Background: an optimization exercise with open tools, aiming at a short achievable clock period and few clock cycles. Do not read the settings as production practice. For this run, only the layout was checked, not whether the RTL still works. In this run the design's own scripts or RTL, not TritonCTS, make the clock network. The clock port is modelled as an ideal driver, which makes a skipped or thinned clock tree look cheaper than it is; a real chip needs a root buffer or a tree. Power figures rest on the tool's default switching activity, not on a simulated workload.

===== flow/flow/cts_own.tcl =====
# Replaces ORFS's CTS step (scripts/cts.tcl): the same steps, with the clock
# tree built by build_clock_tree (tree.tcl) instead of TritonCTS: a shallow
# tree whose shape flow/clock_buffers.txt gives (root buffers, leaf buffers
# per root).
utl::set_metrics_stage "cts__{}"
source $::env(SCRIPTS_DIR)/load.tcl
erase_non_stage_variables cts
load_design 3_place.odb 3_place.sdc

source [file join [file dirname [info script]] tree.tcl]
build_clock_tree {*}[string trim [exec cat [file join [file dirname [info script]] clock_buffers.txt]]]
set_propagated_clock [all_clocks]

set_placement_padding -global \
  -left $::env(CELL_PAD_IN_SITES_DETAIL_PLACEMENT) \
  -right $::env(CELL_PAD_IN_SITES_DETAIL_PLACEMENT)
detailed_placement
estimate_parasitics -placement
report_clock_latency

repair_timing_helper
detailed_placement
check_placement -verbose
estimate_parasitics -placement
report_clock_latency
report_worst_slack -max

report_metrics 4 "cts final"
orfs_write_db $::env(RESULTS_DIR)/4_1_cts.odb
orfs_write_sdc $::env(RESULTS_DIR)/4_cts.sdc
exit

===== flow/flow/margin.txt =====
17

===== flow/standard.sh =====
#!/bin/bash
# synth_recipe.tcl (not shown) runs the flow's synth.tcl, then flattens the netlist and writes it again
# the make line also repeats each setting of config.mk as NAME=value (left out here)
make -C /OpenROAD-flow-scripts/flow DESIGN_CONFIG=/design/flow/config.mk WORK_HOME=/design/flow/orfs CLKGATE_MAP_FILE= SYNTH_SCRIPT=/design/flow/synth_recipe.tcl "${@:-finish}"

===== flow/constraint.sdc =====
create_clock -name core_clock -period 22.0 [get_ports {clk}]
set_input_delay 4.4000 -clock core_clock [delete_from_list [all_inputs] [get_ports {clk}]]
set_output_delay 4.4000 -clock core_clock [all_outputs]
set_load 0.01 [all_outputs]

===== flow/design.v =====
module nr_core (
    input  wire        clk,
    input  wire        rst,         
    input  wire        cmd_valid,
    output wire        cmd_ready,
    input  wire [11:0] cmd,
    output reg         rsp_valid,
    output reg         rsp_ok,
    output reg  [31:0] rsp_val
);
    localparam [31:0] CRC_INIT = 32'hFFFFFFFF;
    localparam [31:0] CRC_POLY = 32'hEDB88320;
    reg [31:0] crc_r;    
    reg [16:0] key_r;    
    reg        kv_r;     
    reg        rst_q;    
    reg        cmd_qv;   
    reg [11:0] cmd_q;    
    reg [7:0]  crc_x;    
    reg [19:0] fold_s;   
    reg [19:0] fold_c;   
    assign cmd_ready = 1'b1;
    function [31:0] absorb;
        input [23:0] r;
        input [7:0]  x;
        integer i;
        reg [31:0] t;
        begin
            t = {r, x};
            for (i = 0; i < 8; i = i + 1)
                t = t[0] ? ((t >> 1) ^ CRC_POLY) : (t >> 1);
            absorb = t;
        end
    endfunction
    function [20:0] ks_add;
        input [20:0] a;
        input [20:0] b;
        integer i, d;
        reg [20:0] p, g, pn, gn;
        begin
            p = a ^ b;
            g = a & b;
            for (d = 1; d < 21; d = d * 2) begin
                pn = p;
                gn = g;
                for (i = d; i < 21; i = i + 1) begin
                    gn[i] = g[i] | (p[i] & g[i-d]);
                    pn[i] = p[i] & p[i-d];
                end
                p = pn;
                g = gn;
            end
            ks_add = (a ^ b) ^ {g[19:0], 1'b0};
        end
    endfunction
    function [16:0] fold_t0;
        input [4:0] g;
        begin
            case (g)
                5'd0: fold_t0 = 17'd5313;
                5'd1: fold_t0 = 17'd36385;
                5'd2: fold_t0 = 17'd67457;
                5'd3: fold_t0 = 17'd98529;
                5'd4: fold_t0 = 17'd29601;
                5'd5: fold_t0 = 17'd60673;
                5'd6: fold_t0 = 17'd91745;
                5'd7: fold_t0 = 17'd22817;
                5'd8: fold_t0 = 17'd53889;
                5'd9: fold_t0 = 17'd84961;
                5'd10: fold_t0 = 17'd16033;
                5'd11: fold_t0 = 17'd47105;
                5'd12: fold_t0 = 17'd78177;
                5'd13: fold_t0 = 17'd9249;
                5'd14: fold_t0 = 17'd40321;
                5'd15: fold_t0 = 17'd71393;
                5'd16: fold_t0 = 17'd2465;
                5'd17: fold_t0 = 17'd33537;
                5'd18: fold_t0 = 17'd64609;
                5'd19: fold_t0 = 17'd95681;
                5'd20: fold_t0 = 17'd26753;
                5'd21: fold_t0 = 17'd57825;
                5'd22: fold_t0 = 17'd88897;
                5'd23: fold_t0 = 17'd19969;
                5'd24: fold_t0 = 17'd51041;
                5'd25: fold_t0 = 17'd82113;
                5'd26: fold_t0 = 17'd13185;
                5'd27: fold_t0 = 17'd44257;
                5'd28: fold_t0 = 17'd75329;
                5'd29: fold_t0 = 17'd6401;
                5'd30: fold_t0 = 17'd37473;
                5'd31: fold_t0 = 17'd68545;
                default: fold_t0 = 17'd0;
            endcase
        end
    endfunction
    function [16:0] fold_t1;
        input [4:0] g;
        begin
            case (g)
                5'd0: fold_t1 = 17'd0;
                5'd1: fold_t1 = 17'd94304;
                5'd2: fold_t1 = 17'd88608;
                5'd3: fold_t1 = 17'd82912;
                5'd4: fold_t1 = 17'd77216;
                5'd5: fold_t1 = 17'd71520;
                5'd6: fold_t1 = 17'd65824;
                5'd7: fold_t1 = 17'd60128;
                5'd8: fold_t1 = 17'd54432;
                5'd9: fold_t1 = 17'd48736;
                5'd10: fold_t1 = 17'd43040;
                5'd11: fold_t1 = 17'd37344;
                5'd12: fold_t1 = 17'd31648;
                5'd13: fold_t1 = 17'd25952;
                5'd14: fold_t1 = 17'd20256;
                5'd15: fold_t1 = 17'd14560;
                5'd16: fold_t1 = 17'd8864;
                5'd17: fold_t1 = 17'd3168;
                5'd18: fold_t1 = 17'd97472;
                5'd19: fold_t1 = 17'd91776;
                5'd20: fold_t1 = 17'd86080;
                5'd21: fold_t1 = 17'd80384;
                5'd22: fold_t1 = 17'd74688;
                5'd23: fold_t1 = 17'd68992;
                5'd24: fold_t1 = 17'd63296;
                5'd25: fold_t1 = 17'd57600;
                5'd26: fold_t1 = 17'd51904;
                5'd27: fold_t1 = 17'd46208;
                5'd28: fold_t1 = 17'd40512;
                5'd29: fold_t1 = 17'd34816;
                5'd30: fold_t1 = 17'd29120;
                5'd31: fold_t1 = 17'd23424;
                default: fold_t1 = 17'd0;
            endcase
        end
    endfunction
    function [16:0] fold_t2;
        input [4:0] g;
        begin
            case (g)
                5'd0: fold_t2 = 17'd0;
                5'd1: fold_t2 = 17'd17728;
                5'd2: fold_t2 = 17'd35456;
                5'd3: fold_t2 = 17'd53184;
                5'd4: fold_t2 = 17'd70912;
                5'd5: fold_t2 = 17'd88640;
                5'd6: fold_t2 = 17'd6368;
                5'd7: fold_t2 = 17'd24096;
                5'd8: fold_t2 = 17'd41824;
                5'd9: fold_t2 = 17'd59552;
                5'd10: fold_t2 = 17'd77280;
                5'd11: fold_t2 = 17'd95008;
                5'd12: fold_t2 = 17'd12736;
                5'd13: fold_t2 = 17'd30464;
                5'd14: fold_t2 = 17'd48192;
                5'd15: fold_t2 = 17'd65920;
                5'd16: fold_t2 = 17'd83648;
                5'd17: fold_t2 = 17'd1376;
                5'd18: fold_t2 = 17'd19104;
                5'd19: fold_t2 = 17'd36832;
                5'd20: fold_t2 = 17'd54560;
                5'd21: fold_t2 = 17'd72288;
                5'd22: fold_t2 = 17'd90016;
                5'd23: fold_t2 = 17'd7744;
                5'd24: fold_t2 = 17'd25472;
                5'd25: fold_t2 = 17'd43200;
                5'd26: fold_t2 = 17'd60928;
                5'd27: fold_t2 = 17'd78656;
                5'd28: fold_t2 = 17'd96384;
                5'd29: fold_t2 = 17'd14112;
                5'd30: fold_t2 = 17'd31840;
                5'd31: fold_t2 = 17'd49568;
                default: fold_t2 = 17'd0;
            endcase
        end
    endfunction
    wire ex_init = cmd_qv & (cmd_q == 12'h100);
    wire ex_byte = cmd_qv & (cmd_q[11:8] == 4'h2);
    wire ex_fold = cmd_qv & (cmd_q == 12'h300);
    wire [31:0] crc_next = (rst_q | ex_init) ? CRC_INIT :
                           ex_byte ? absorb(crc_r[31:8], crc_x) : crc_r;
    wire [31:0] fx = crc_next ^ 32'hFFFF5555;
    wire [19:0] fa0 = {3'b000, fx[16:0]};
    wire [19:0] fa1 = {3'b000, fold_t0(fx[21:17])};
    wire [19:0] fa2 = {3'b000, fold_t1(fx[26:22])};
    wire [19:0] fa3 = {3'b000, fold_t2(fx[31:27])};
    wire [19:0] fs1 = fa0 ^ fa1 ^ fa2;
    wire [19:0] fc1 = {(fa0[18:0] & fa1[18:0]) | (fa0[18:0] & fa2[18:0]) |
                       (fa1[18:0] & fa2[18:0]), 1'b0};
    wire [19:0] fs2 = fs1 ^ fc1 ^ fa3;
    wire [19:0] fc2 = {(fs1[18:0] & fc1[18:0]) | (fs1[18:0] & fa3[18:0]) |
                       (fc1[18:0] & fa3[18:0]), 1'b0};
    function [20:0] fold_sub;
        input [19:0] s;
        input [19:0] c;
        input [19:0] k;
        reg [19:0] t, u;
        begin
            t = s ^ c ^ k;
            u = {(s[18:0] & c[18:0]) | (s[18:0] & k[18:0]) | (c[18:0] & k[18:0]), 1'b0};
            fold_sub = ks_add({1'b0, t}, {(s[19] & c[19]) | (s[19] & k[19]) | (c[19] & k[19]), u});
        end
    endfunction
    wire [20:0] fd0 = ks_add({1'b0, fold_s}, {1'b0, fold_c});
    wire [20:0] fd1 = fold_sub(fold_s, fold_c, 20'd948576);    
    wire [20:0] fd2 = fold_sub(fold_s, fold_c, 20'd848576);    
    wire [20:0] fd3 = fold_sub(fold_s, fold_c, 20'd748576);    
    wire [20:0] fd4 = fold_sub(fold_s, fold_c, 20'd648576);    
    wire [16:0] fold_key = fd4[20] ? fd4[16:0] :
                           fd3[20] ? fd3[16:0] :
                           fd2[20] ? fd2[16:0] :
                           fd1[20] ? fd1[16:0] : fd0[16:0];
    wire        kv_eff  = (kv_r & ~rst_q) | ex_fold;
    wire [16:0] key_eff = ex_fold ? fold_key : key_r;
    always @(posedge clk) begin
        rst_q  <= rst;
        cmd_qv <= cmd_valid & ~rst;
        cmd_q  <= cmd;
        crc_x  <= crc_next[7:0] ^ cmd[7:0];
        crc_r  <= crc_next;
        fold_s <= fs2;
        fold_c <= fc2;
        kv_r   <= kv_eff;
        if (ex_fold)
            key_r <= fold_key;
    end
    wire        ok_n;
    wire [31:0] val_n;
    wire [16:0] kk   = key_eff & {17{kv_eff}};
    wire [31:0] ncrc = ~crc_next;
    wire nop2, nop_bad, nop_imm, err3, nok_g;
    nr_opdec u_opdec (.op(cmd[11:8]), .kv(kv_eff), .nop2(nop2), .nop_bad(nop_bad),
                      .nop_imm(nop_imm), .err3(err3), .nok_g(nok_g));
    genvar gi, gj;
    generate
        for (gi = 0; gi < 5; gi = gi + 1) begin : g_grp
            wire n01, n23, n45, n67, imm_nz, imm_z, n9b, n89b;
            nr_nor2  u_n01 (.a(cmd[0]), .b(cmd[1]), .y(n01));
            nr_nor2  u_n23 (.a(cmd[2]), .b(cmd[3]), .y(n23));
            nr_nor2  u_n45 (.a(cmd[4]), .b(cmd[5]), .y(n45));
            nr_nor2  u_n67 (.a(cmd[6]), .b(cmd[7]), .y(n67));
            nr_nand4 u_nz  (.a(n01), .b(n23), .c(n45), .d(n67), .y(imm_nz));
            if (gi == 0) begin : g_z
                nr_and4 u_z (.a(n01), .b(n23), .c(n45), .d(n67), .y(imm_z));
            end else begin : g_noz
                assign imm_z = 1'b0;
            end
            nr_nor2  u_n9b (.a(cmd[9]), .b(cmd[11]), .y(n9b));
            nr_nor3  u_n89b(.a(cmd[8]), .b(cmd[9]), .c(cmd[11]), .y(n89b));
            if (gi < 4) begin : g_val
                for (gj = 0; gj < 8; gj = gj + 1) begin : g_bit
                    localparam integer B = gi * 8 + gj;
                    wire q;
                    if (B >= 17) begin : g_c
                        nr_nand3 u_q  (.a(n89b), .b(cmd[10]), .c(ncrc[B]), .y(q));
                        nr_nor2  u_y  (.a(imm_nz), .b(q), .y(val_n[B]));
                    end else begin : g_k
                        wire m;
                        nr_mux2  u_m  (.s(cmd[8]), .a(ncrc[B]), .b(kk[B]), .y(m));
                        if (B >= 2) begin : g_plain
                            nr_nand3 u_q (.a(n9b), .b(cmd[10]), .c(m), .y(q));
                            nr_nor2  u_y (.a(imm_nz), .b(q), .y(val_n[B]));
                        end else begin : g_low
                            nr_a31oi u_q (.a1(n9b), .a2(cmd[10]), .a3(m), .b1(err3), .y(q));
                            if (B == 0) begin : g_b0
                                nr_o21ai u_y (.a1(imm_nz), .a2(q), .b1(nop_bad), .y(val_n[B]));
                            end else begin : g_b1
                                nr_o22ai u_y (.a1(imm_nz), .a2(q), .b1(imm_z), .b2(nop_imm),
                                              .y(val_n[B]));
                            end
                        end
                    end
                end
            end else begin : g_ok
                nr_o21ai u_ok (.a1(imm_nz), .a2(nok_g), .b1(nop2), .y(ok_n));
            end
        end
    endgenerate
    always @(posedge clk) begin
        rsp_valid <= cmd_valid & ~rst;
        rsp_ok    <= ok_n;
        rsp_val   <= val_n;
    end
endmodule
module nr_nor2 (input wire a, input wire b, output wire y);
    assign y = ~(a | b);
endmodule
module nr_nor3 (input wire a, input wire b, input wire c, output wire y);
    assign y = ~(a | b | c);
endmodule
module nr_nand3 (input wire a, input wire b, input wire c, output wire y);
    assign y = ~(a & b & c);
endmodule
module nr_nand4 (input wire a, input wire b, input wire c, input wire d, output wire y);
    assign y = ~(a & b & c & d);
endmodule
module nr_mux2 (input wire s, input wire a, input wire b, output wire y);
    assign y = s ? b : a;
endmodule
module nr_opdec (input wire [3:0] op, input wire kv, output wire nop2,
                 output wire nop_bad, output wire nop_imm, output wire err3,
                 output wire nok_g);
    wire op5 = (op == 4'h5);
    wire op_ok = (op == 4'h1) | (op == 4'h3) | (op == 4'h4);
    wire op2 = (op == 4'h2);
    assign nop2    = ~op2;
    assign nop_imm = ~(op_ok | op5);
    assign nop_bad = ~nop_imm | op2;
    assign err3    = op5 & ~kv;
    assign nok_g   = ~(op_ok | (op5 & kv));
endmodule
module nr_and4 (input wire a, input wire b, input wire c, input wire d, output wire y);
    assign y = a & b & c & d;
endmodule
module nr_a31oi (input wire a1, input wire a2, input wire a3, input wire b1, output wire y);
    assign y = ~((a1 & a2 & a3) | b1);
endmodule
module nr_o21ai (input wire a1, input wire a2, input wire b1, output wire y);
    assign y = ~((a1 | a2) & b1);
endmodule
module nr_o22ai (input wire a1, input wire a2, input wire b1, input wire b2, output wire y);
    assign y = ~((a1 | a2) & (b1 | b2));
endmodule

===== flow/flow/run.sh =====
#!/bin/bash
set -euo pipefail
FLOW=$PWD/flow
ARGS=(SETUP_SLACK_MARGIN=$(cat flow/margin.txt)
      "BUFFER_PORTS_ARGS=-buffer_cell sky130_fd_sc_hd__buf_4")
bash standard.sh "${ARGS[@]}" place > flow_place.log 2>&1
bash standard.sh "${ARGS[@]}" RUN_SCRIPT=$FLOW/cts_own.tcl RUN_LOG_NAME_STEM=4_1_cts_own run \
  > flow_cts.log 2>&1
bash standard.sh "${ARGS[@]}" finish > flow_finish.log 2>&1

===== flow/config.mk =====
export PLATFORM = sky130hd
export DESIGN_NAME = nr_core
export DESIGN_NICKNAME = nr_core
export VERILOG_FILES = /design/flow/design.v
export SDC_FILE = /design/flow/constraint.sdc
export NUM_CORES = 4
export LEC_CHECK = 0
export CAP_MARGIN = 20
export CORE_MARGIN = 2
export CORE_UTILIZATION = 60
export PLACE_DENSITY = 0.72
export SLEW_MARGIN = 20
export SYNTH_HIERARCHICAL = 1
export SYNTH_MINIMUM_KEEP_SIZE = 0

===== flow/flow/clock_buffers.txt =====
4 2

===== flow/flow/tree.tcl =====
# Clock tree for this design: the clock port drives NROOT clkbuf_16 buffers;
# each drives NLEAF clkbuf_16 buffers (or, with NLEAF 1, the registers
# directly); each leaf buffer drives the clock pins of one group of
# registers.  Groups split the registers by position, halving alternately in
# x and y; each buffer sits at the centre of the registers it serves.
proc split_groups { items n } {
  set groups [list $items]
  set axis 1
  while { [llength $groups] < $n } {
    set next {}
    foreach g $groups {
      set s [lsort -integer -index $axis $g]
      set h [expr {[llength $s] / 2}]
      lappend next [lrange $s 0 [expr {$h - 1}]] [lrange $s $h end]
    }
    set groups $next
    set axis [expr {3 - $axis}]
  }
  return $groups
}

proc centre { g } {
  set sx 0; set sy 0
  foreach e $g { incr sx [lindex $e 1]; incr sy [lindex $e 2] }
  set n [llength $g]
  return [list [expr {$sx / $n}] [expr {$sy / $n}]]
}

proc add_clock_buffer { name in_net g } {
  set block [ord::get_db_block]
  set master [[ord::get_db] findMaster sky130_fd_sc_hd__clkbuf_16]
  set inst [odb::dbInst_create $block $master $name]
  set net [odb::dbNet_create $block "${name}_net"]
  $net setSigType CLOCK
  [$inst findITerm A] connect $in_net
  [$inst findITerm X] connect $net
  lassign [centre $g] x y
  $inst setLocation $x $y
  $inst setPlacementStatus PLACED
  return $net
}

proc build_clock_tree { nroot nleaf } {
  set block [ord::get_db_block]
  set clk [$block findNet clk]
  set sinks {}
  foreach it [$clk getITerms] {
    set box [[$it getInst] getBBox]
    lappend sinks [list $it [expr {([$box xMin] + [$box xMax]) / 2}] [expr {([$box yMin] + [$box yMax]) / 2}]]
  }
  set k 0
  foreach g [split_groups $sinks [expr {$nroot * $nleaf}]] {
    lappend leaves $g
  }
  for {set r 0} {$r < $nroot} {incr r} {
    set sub [lrange $leaves [expr {$r * $nleaf}] [expr {($r + 1) * $nleaf - 1}]]
    set all {}
    foreach g $sub { set all [concat $all $g] }
    set rnet [add_clock_buffer "clkroot_$r" $clk $all]
    if { $nleaf == 1 } {
      set lnets [list $rnet]
    } else {
      set lnets {}
      set l 0
      foreach g $sub {
        lappend lnets [add_clock_buffer "clkleaf_${r}_$l" $rnet $g]
        incr l
      }
    }
    foreach g $sub lnet $lnets {
      foreach e $g {
        set it [lindex $e 0]
        $it disconnect
        $it connect $lnet
      }
      puts "clock tree: [$lnet getName] drives [llength $g] registers"
    }
  }
}

==> notes.md <==
Die ar. -> 0.0201 mm2
Overflow after GRT -> 0
skew final -> 0.00788 ns
post-synth net total -> 1528
nets -> 1537
CP max stage cell -> dfxtp_2
Ports -> 50
number of global-route vias before repair -> 9394
Buf/Inv on CP -> 1
DR pass1 iterations -> 5
worst reg2reg setup slack -> 17.24 ns
Slew headroom -> 36.2%
Rows -> 50
number of max-cap violations -> 0
GRT Util Overall -> 32.8%
peak supply drop -> 37.6 uV
drt total wl -> 33200 um
Setup TNS -> 0 ns
Final ANT Viol Nets -> 0
die width -> 142 um
endpoints failing setup -> 0
Async S/R FF share, synth -> 0%
WP data arrival -> 0.75 ns
Final Slew Violations -> 0
Largest delay share family, worst path -> flip-flops
Period minus WS final -> 5.15 ns
Pwr Density -> 63.0 mW/mm2
most frequent cells in the layout -> nor2_1, nand2_1, inv_1
Initial Util -> 61.1%
type of origin of the critical path -> flip-flop
Final Cycle Share -> 23.4%
run status -> no timing/DRC/antenna violations
Non-Filler Instances -> 1626
Antenna diodes -> 0
antenna violations before repair -> 0
ratio of cells with drive above 1 in the final layout -> 13.4%
RSZ-0062 raised after global routing -> yes
sequential area share after synthesis -> 23.5%
DP Cell Count -> 1604
required time of the critical path -> 17.60 ns
CP Class -> flip-flop to primary output
number of enable flip-flop cells after synthesis -> 0
actual slew at the worst max-slew pin -> 0.945 ns
Hold WC Path Type -> flip-flop to flip-flop
worst path cell trace -> buf_6
yosys warns -> 7
Layout area overhead -> 8.94%
Port-buffer cells -> 48
Detailed Route Iter0 Violations -> 1031
clock latency on the worst-skew pair -> 0.27 ns
DP Wirelength -> 25200 um
Yosys cell types -> 104
commonest non-fill, non-tap cell in the layout -> nor2_1
die span in y -> 142 um
Mapped Area -> 0.0114 mm2
routed vias/inst -> 6.21
Clock transition at path regs -> 0.08 ns
final core utilization -> 66.6%
DRC viols -> 0
Slowest Stage Delay on Critical Path -> 0.36 ns
DR vias -> 10100
Hold Violations, Final -> 0
syn_area_per_cell -> 8.23 um2
first-pass GRT wire length -> 52200 um
Core ar. -> 0.0186 mm2
Routed wire per std cell -> 20.4 um
FILL cells -> 1613
Crit Path Max Fanout -> 1
final RePlAce weighted congestion -> 0.978
ys flop type -> dfxtp_1
Cells after Synth -> 1385
Leak Pwr -> 5.59 nW
CP Capture Type -> primary output
largest net degree at the start of global routing -> 51
Seq cells post-synth -> 134
Fmax achieved -> 0.194 GHz
[per-layer routing]
metal	up-vias	GRT usage (%)	share of wire, %
li1	4835	-	-
met1	4782	48.5	45
met2	398	50.4	44
met3	80	3.64	7.4
met4	0	9.58	3.4
met5	-	0	0
[synth_stat cells (9+ instances only)]
| library cell | count | area (um2) |
|---|---|---|
| clkbuf_1 | 26 | 97.6 |
| nand2_1 | 133 | 499 |
| xor2_1 | 31 | 272 |
| a31oi_1 | 19 | 119 |
| xnor2_1 | 67 | 587 |
| mux2i_1 | 12 | 120 |
| buf_2 | 31 | 155 |
| o21ai_0 | 59 | 295 |
| inv_1 | 108 | 405 |
| o211ai_1 | 25 | 188 |
| nand3_1 | 51 | 255 |
| nand2b_1 | 14 | 87.6 |
| a21o_1 | 13 | 97.6 |
| o21ai_1 | 17 | 85.1 |
| a211oi_1 | 15 | 113 |
| ha_1 | 98 | 1230 |
| dfxtp_1 | 134 | 2680 |
| nor3_1 | 19 | 95.1 |
| a21oi_1 | 75 | 375 |
| a211o_1 | 9 | 78.8 |
| xnor3_1 | 9 | 203 |
| nor2_1 | 142 | 533 |
| mux2_4 | 17 | 255 |
| fa_1 | 30 | 601 |
| buf_4 | 9 | 67.6 |
| nor2b_1 | 13 | 81.3 |
| inv_2 | 10 | 37.5 |
[registers in the layout (all words and copies together) (netlist names)]
name       count
cmd_q         12
rsp_val       32
crc_x          8
kv_r           1
key_r         17
rsp_ok         1
fold_s        16
rsp_valid      1
crc_r         32
rst_q          1
fold_c        13
[Yosys stat by module, one instance, submodules excluded, a selection]
module / copies in the design / cells / cell area, um2
nr_core: 1 / 1261 / 10600
nr_nand4: 5 / 1 / 6.26
nr_and4: 1 / 1 / 8.76
nr_a31oi: 2 / 1 / 6.26
nr_nor2: 53 / 1 / 3.75
nr_o21ai: 2 / 1 / 5.00
nr_nor3: 2 / 1 / 10.0
nr_nand3: 30 / 1 / 5.00
nr_mux2: 17 / 1 / 15.0
[kinds of logic after synthesis]
group | synth area share (%)
other | 0.0329
adders and majority gates | 16.0
xor gates and xnor gates | 10.6
and+or+nand+nor | 17.6
buffers and inverters | 6.95
AOI/OAI and AO/OA | 21.8
DFF | 23.5
muxes | 3.49
[area by class of cell]
type | instances | area (um2) | area share [%]
well taps | 234 | 293 | 2.36
inverters | 119 | 449 | 3.62
multi-input cells | 1062 | 7980 | 64.2
flip-flops and latches | 134 | 2720 | 21.9
repair buffers | 65 | 673 | 5.42
plain buffers | 12 | 300 | 2.42
[report_power, final]
part	switching, mW	total, mW	internal, mW
Clock	0.0761	0.173	0.0969
Combinational	0.210	0.349	0.139
Sequential	0.00899	0.260	0.251
Total	0.295	0.783	0.487
[tightest hold or removal path, cell delays in order (launching register included)]
cell,delay (ns)
dfxtp_1,0.31
nand2_1,0.04
nand2_1,0.05
[final timing paths]
kind                       to  depth (start not counted)         from
setup reg to reg    fold_s[6]                         15    rsp_valid
hold / removal       key_r[0]                          2     key_r[0]
setup / recovery  rsp_val[31]                          1  rsp_val[31]
hold reg to reg      key_r[0]                          2     key_r[0]
[through the flow]
step           total power, mW  setup WS (ns)  cell area, um2  hold slack [ns]
2_1_floorplan            0.522          16.99           11400            0.405
3_3_place_gp             0.597          16.54           11800            0.415
5_1_grt                  0.828          16.83           12400            0.457
6_report                 0.783          16.85           12400            0.433
3_5_place_dp             0.601          16.52           11800            0.420

what the ideal ports hide:
In the flow no input, the clock included, has a driving cell. The finished layout below was timed again as built, in two steps.
Step 1: set_driving_cell puts a clkbuf_16 on clk and a buf_2 on each other input, an assumption about the parent block.
Step 2 times the ports against the registers' clock, not the clock port: input delays grow and output delays shrink by t, the midpoint of the rising clock arrivals with the driver on.
a / b / c = ideal / step 1 / step 2; a / b = the first two.
shift t [ns]: 0.364
slack for setup (ns): 16.854 / 16.759 / 16.617
worst register clock-pin slew, ns: 0.08 / 0.08
worst data-port slew with drivers (ns): 0.16
After both steps this run still meets setup and hold. For this run, drivers alone change the setup slack by -0.095 ns; drivers and shift together by -0.237 ns.
